Background: an optimization exercise with open tools, aiming at small area, a short achievable clock period and few clock cycles per item. Do not read the settings as production practice.
The RTL was checked by simulation tests, not by an equivalence proof against the original design.
No activity file was given, so power comes from the tool's default toggle rates.

[flow/constraint.sdc]
create_clock -name core_clock -period 13.0 [get_ports {clk}]
set_input_delay 2.6000 -clock core_clock [delete_from_list [all_inputs] [get_ports {clk}]]
set_output_delay 2.6000 -clock core_clock [all_outputs]
set_load 0.01 [all_outputs]
[flow/run.sh]
#!/bin/bash
# synth_recipe.tcl (not shown) runs the flow's synth.tcl, then flattens the netlist and writes it again
# the make line also repeats each setting of config.mk as NAME=value (left out here)
make -C /OpenROAD-flow-scripts/flow DESIGN_CONFIG=/design/flow/config.mk WORK_HOME=/design/flow/orfs CLKGATE_MAP_FILE= SYNTH_SCRIPT=/design/flow/synth_recipe.tcl finish
[flow/design.v]
module rs2sfx_flt (
    input  wire        clk,
    input  wire        rst,         
    input  wire        cmd_valid,
    output wire        cmd_ready,
    input  wire [1:0]  cmd_op,
    input  wire [4:0]  cmd_addr,
    input  wire [31:0] cmd_data,
    output reg         res_valid,
    output reg  [31:0] res_data
);
    localparam OP_WRITE = 2'd0;
    localparam OP_STEP  = 2'd1;
    localparam OP_CLR   = 2'd2;
    localparam S_IDLE    = 2'd0;
    localparam S_UNITY   = 2'd1;
    localparam S_ONSET   = 2'd2;
    localparam S_RELEASE = 2'd3;
    reg [31:0] c16_0 [0:7];
    reg [31:0] c16_1 [0:7];
    reg [31:0] unity16;
    reg [3:0]  nco0;
    reg [3:0]  nco1;
    reg [31:0] xh [0:7];
    reg [31:0] yh [0:7];
    reg [1:0]  state;
    reg [2:0]  k;
    reg [31:0] x_r;
    reg [63:0] acc;
    assign cmd_ready = (state == S_IDLE);
    wire accept = cmd_valid && cmd_ready;
    wire [3:0] n0 = (nco0 > 4'd8) ? 4'd8 : nco0;
    wire [3:0] n1 = (nco1 > 4'd8) ? 4'd8 : nco1;
    reg [31:0] mul_a;
    reg [31:0] mul_b;
    always @(*) begin
        case (state)
            S_ONSET:   begin mul_a = xh[k];  mul_b = c16_0[k]; end
            S_RELEASE: begin mul_a = yh[k];  mul_b = c16_1[k]; end
            default:   begin mul_a = x_r;    mul_b = unity16;  end
        endcase
    end
    wire signed [63:0] prod = $signed(mul_a) * $signed(mul_b);
    wire signed [63:0] term = prod >>> 16;
    wire [63:0] acc_next = (state == S_RELEASE) ? acc - term : acc + term;
    wire last_onset   = ({1'b0, k} + 4'd1 >= n0);
    wire last_release = ({1'b0, k} + 4'd1 >= n1);
    reg  finish;
    always @(*) begin
        case (state)
            S_UNITY:   finish = (n0 == 4'd0) && (n1 == 4'd0);
            S_ONSET:   finish = last_onset && (n1 == 4'd0);
            S_RELEASE: finish = last_release;
            default:   finish = 1'b0;
        endcase
    end
    wire [31:0] y = acc_next[31:0];
    integer i;
    always @(posedge clk) begin
        if (rst) begin
            state     <= S_IDLE;
            k         <= 3'd0;
            x_r       <= 32'd0;
            acc       <= 64'd0;
            unity16   <= 32'd0;
            nco0      <= 4'd0;
            nco1      <= 4'd0;
            res_valid <= 1'b0;
            res_data  <= 32'd0;
            for (i = 0; i < 8; i = i + 1) begin
                c16_0[i] <= 32'd0;
                c16_1[i] <= 32'd0;
                xh[i]    <= 32'd0;
                yh[i]    <= 32'd0;
            end
        end else begin
            res_valid <= 1'b0;
            case (state)
                S_IDLE: begin
                    if (accept) begin
                        case (cmd_op)
                            OP_WRITE: begin
                                case (cmd_addr)
                                    5'd16: unity16 <= cmd_data;
                                    5'd17: nco0    <= cmd_data[3:0];
                                    5'd18: nco1    <= cmd_data[3:0];
                                    default: begin
                                        if (cmd_addr[4:3] == 2'b00)
                                            c16_0[cmd_addr[2:0]] <= cmd_data;
                                        else if (cmd_addr[4:3] == 2'b01)
                                            c16_1[cmd_addr[2:0]] <= cmd_data;
                                    end
                                endcase
                            end
                            OP_STEP: begin
                                x_r   <= cmd_data;
                                acc   <= 64'd0;
                                k     <= 3'd0;
                                state <= S_UNITY;
                            end
                            OP_CLR: begin
                                for (i = 0; i < 8; i = i + 1) begin
                                    xh[i] <= 32'd0;
                                    yh[i] <= 32'd0;
                                end
                            end
                            default: ;
                        endcase
                    end
                end
                default: begin
                    acc <= acc_next;
                    if (finish) begin
                        state     <= S_IDLE;
                        res_valid <= 1'b1;
                        res_data  <= y;
                        xh[0]     <= x_r;
                        yh[0]     <= y;
                        for (i = 1; i < 8; i = i + 1) begin
                            xh[i] <= xh[i-1];
                            yh[i] <= yh[i-1];
                        end
                    end else if (state == S_UNITY) begin
                        k     <= 3'd0;
                        state <= (n0 != 4'd0) ? S_ONSET : S_RELEASE;
                    end else if (state == S_ONSET && last_onset) begin
                        k     <= 3'd0;
                        state <= S_RELEASE;
                    end else begin
                        k <= k + 3'd1;
                    end
                end
            endcase
        end
    end
endmodule
[flow/config.mk]
export PLATFORM = sky130hd
export DESIGN_NAME = rs2sfx_flt
export DESIGN_NICKNAME = rs2sfx_flt
export VERILOG_FILES = /design/flow/design.v
export SDC_FILE = /design/flow/constraint.sdc
export NUM_CORES = 4
export LEC_CHECK = 0
export CAP_MARGIN = 20
export CORE_MARGIN = 2
export CORE_UTILIZATION = 40
export SLEW_MARGIN = 20
==> impl_metrics.tcl <==
set metrics [dict create \
    status "no timing/DRC/antenna violations" \
    antenna_found_initial 9 \
    start_util_pct 40.1 \
    drt.antenna.violating_nets 0 \
    hold_path.class "flip-flop to flip-flop" \
    max_freq_mhz 80.0 \
    post_dp_cell_area_mm2 0.0872 \
    global_route.usage.met2_pct 41.2 \
    die_area_mm2 0.208 \
    fin_crit_ns 12.50 \
    syn_area_mm2 0.0819 \
    intPower_mw 7.64 \
    synth_top_family_by_area "adder cells" \
    grt_max_degree 306 \
    drive_gt1_share_pct 10.0 \
    grtUsageMet1_pct 33.6 \
    ys_warn_count 3 \
    worstSetupPathType "flip-flop to flip-flop" \
    multiInputGateArea_mm2 0.0482 \
    synth_compound_area_share_pct 9.27 \
    overflow 0 \
    switching_share_pct 38.7 \
    die_w_um 456 \
    worstPathRequired_ns 13.69 \
    critPathCaptureType "flip-flop" \
    slowest_stage "fa_1" \
    worst_slew_pin_slew_ns 1.18 \
    grt.busiest_layer "met2" \
    skew_ns 0.0513 \
    nets 9629 \
    vias_per_cell 5.61 \
    dp.cells 11100 \
    stdcell_area_mm2 0.0916 \
    ys_types 88 \
    num_vias 63600 \
    p_sw_mw 4.81 \
    synthMuxAreaShare_pct 4.29 \
    synthFlopType "dfxtp_1" \
    crit_arrival_ns 13.19 \
    cts.sinks 1169 \
    hold_violations 0 \
    combPwrFrac_pct 39.4 \
    setup-tns-final_ns 0 \
    io_buffers 75 \
    drt_iter0_drc 6994 \
    synth_nets 9737 \
    cp-start-kind "flip-flop" \
    grtUsageTotal_pct 25.4 \
    fill_cells 19400 \
    htreeDepth 3 \
    firstDrtPassIters 6 \
    final-seq-area_mm2 0.0285 \
    slew_viol_final 0 \
    stdcell_count 11300 \
    core_area_mm2 0.204 \
    yosys.area_share.simple_pct 19.3 \
    syn_area_per_cell_um2 9.47 \
    drt_wl_total_mm 269 \
    ys_async_sr_fraction_pct 0 \
    syn_inst 8643 \
    powerDensity_mw_per_mm2 136 \
    ir_worst_vdd_uv 216 \
    use_met3_pct 3.38 \
    critPathMaxFanout 21 \
    fp.dieH_um 456 \
    max_stage_delay_ns 0.57 \
    seq_area_frac_synth_pct 34.8 \
    p_clk_share_pct 27.6 \
    gp_congestion 0.959 \
    syn_to_final_growth_pct 11.9 \
    whs_ns 0.449 \
    ys_ff_latch 1169 \
    synth-edff-count 512 \
    p_leak_nw 39.7 \
    clockRootBuffer "clkbuf_16" \
    finalSetupViolations 0 \
    wl_per_cell_um 23.8 \
    hpwl_mm 189 \
    grt_pass1_wl_mm 404 \
    cap_violations 0 \
    cts.path.max_buffers 3 \
    io_pins 76 \
    relSlewSlack_pct 21.4 \
    cts_tree "done" \
    clk_pin_slew_ns 0.06 \
    drc 0 \
    grt_pass1_vias 64500 \
    row_count 166 \
    post-route-period-util_pct 96.2 \
    clk_latency_ns 0.77 \
    cts_buffers 116 \
    cp_common_cell "fa_1" \
    synthAdderAreaFrac_pct 23.8 \
    synth_xor_area_share_pct 1.31 \
    pwr-share-seq_pct 33.1 \
]
## stage by stage
stage	setup slack [ns]	power, mW	util, %
CTS	0.0607	12.3	44.7
floorplan	0.0244	7.03	-
finish	0.497	12.5	44.9
global placement	0.148	8.81	42.8
detailed placement	0.0928	8.83	42.8
global route	-0.0716	13.0	44.9
## logic make-up after synthesis
family          Yosys count
xor+xnor                121
fa+ha+maj              1052
buf+inv                1570
simple gates           3321
compound gates         1223
flops                  1169
mux                     187
## power groups by stage
stage          Clock, mW  Combinational [mW]  Sequential, mW
6_report            3.43                4.90            4.12
5_1_grt             3.62                5.26            4.12
4_1_cts             3.48                4.67            4.12
3_5_place_dp           0                4.63            4.20
3_3_place_gp           0                4.61            4.19
2_1_floorplan          0                2.91            4.12
## area by class of cell
type                       instances  share of cell area, %
multi-input combinational       5905                   52.7
clock buffer                     171                   3.61
clock inverter                    43                  0.579
timing repair buffer             421                   4.51
sequential                      1169                   31.2
tap                             2688                   3.67
antenna                            2                0.00546
inverter                         922                   3.79
## worst paths after layout
| path | from | to | slack (ns) | cells past startpoint |
|---|---|---|---|---|
| setup / recovery | k[1] | acc[31] | 0.50 | 47 |
| hold / removal | res_data[30] | res_data[30] | 0.45 | 2 |
| setup reg to reg | k[1] | acc[31] | 0.50 | 47 |
| hold reg to reg | res_data[30] | res_data[30] | 0.45 | 2 |
## cell usage after synthesis (13+ instances only)
library cell / n / area share (%)
o21ai_0: 55 / 0.34
ha_1: 213 / 3.3
or2_2: 54 / 0.41
clkbuf_1: 593 / 2.7
inv_1: 914 / 4.2
a21o_1: 43 / 0.39
nor2_1: 1118 / 5.1
a22o_1: 14 / 0.15
xnor2_1: 84 / 0.90
nand2b_1: 57 / 0.44
xor2_1: 36 / 0.39
mux2_2: 42 / 0.58
mux2i_1: 18 / 0.22
buf_2: 13 / 0.079
a21oi_1: 734 / 4.5
dfxtp_1: 657 / 16
nand2_1: 860 / 3.9
a22oi_1: 117 / 1.1
nor2b_1: 19 / 0.15
nor3_1: 37 / 0.23
a222oi_1: 67 / 0.82
mux4_2: 124 / 3.4
a221o_1: 26 / 0.32
nand3_1: 73 / 0.45
edfxtp_1: 512 / 19
buf_1: 41 / 0.19
and2_1: 480 / 3.7
a31oi_1: 15 / 0.11
a221oi_1: 53 / 0.57
fa_1: 839 / 21
and3_1: 566 / 4.3
## critical path: cells and delay by family, from the launching register on
kind	cells	cell delay, ns
compound gates	19	4.36
xor+xnor	2	0.44
fa+ha+maj	12	5.13
buf+inv	6	0.88
flops	1	0.31
simple gates	8	1.27
## flip-flops by register name, indices dropped and copies added, names as in the netlist, named ones only
signal     count
res_valid      1
k              3
unity16       32
res_data      32
acc           32
c16_0        256
c16_1        256
state          2
nco1           4
xh           256
nco0           4
x_r           32
yh           256
## layout by cell type (no fill, tap or decap), drive strengths merged, types with 213 or more instances in the layout
cell type / n
inv: 921
buf: 343
dfxtp: 657
and2: 481
fa: 839
nor2: 1118
and3: 566
ha: 213
nand2: 860
edfxtp: 512
a21oi: 735
## layer usage
layer,vias to the layer above,wire (um)
met5,-,36
met4,6,14300
met3,572,20900
met2,2714,125000
met1,32100,109000
li1,28200,-
## timing repair
action,4_1_cts,5_1_grt
endpoints found under the setup margin,0,37
gates resized for setup,0,51
hold buffers,0,0
setup buffers,0,14
Testbench counts, summed over its fixed seeds: cycles 45,416, items 3,810.

port drivers added, routing unchanged:
The results above use ideal ports. As a check the final layout listed here was re-extracted and re-timed, cells and wires unchanged. Step 1: set_driving_cell puts a clkbuf_16 on clk and a buf_2 on each other input, an assumption about the parent block. Step 2 adds t to the input delays and takes it off the output delays; t is the mean of the earliest and latest rising clock arrival at the registers after step 1. Input paths then give back, and output paths get back, about the clock's delay inside the block. Slacks: no drivers / after step 1 / after step 2; pairs: no drivers / after step 1.
shift t [ns]: 0.825
setup slack, ns: 0.497 / 0.497 / 0.497
clock arrival spread, ns: 0.051 / 0.051
slew at the worst register clock pin (ns): 0.07 / 0.07
After both steps setup and hold are still met in this run. For this run, drivers alone change the setup slack by 0.000 ns; drivers and shift together by 0.000 ns.
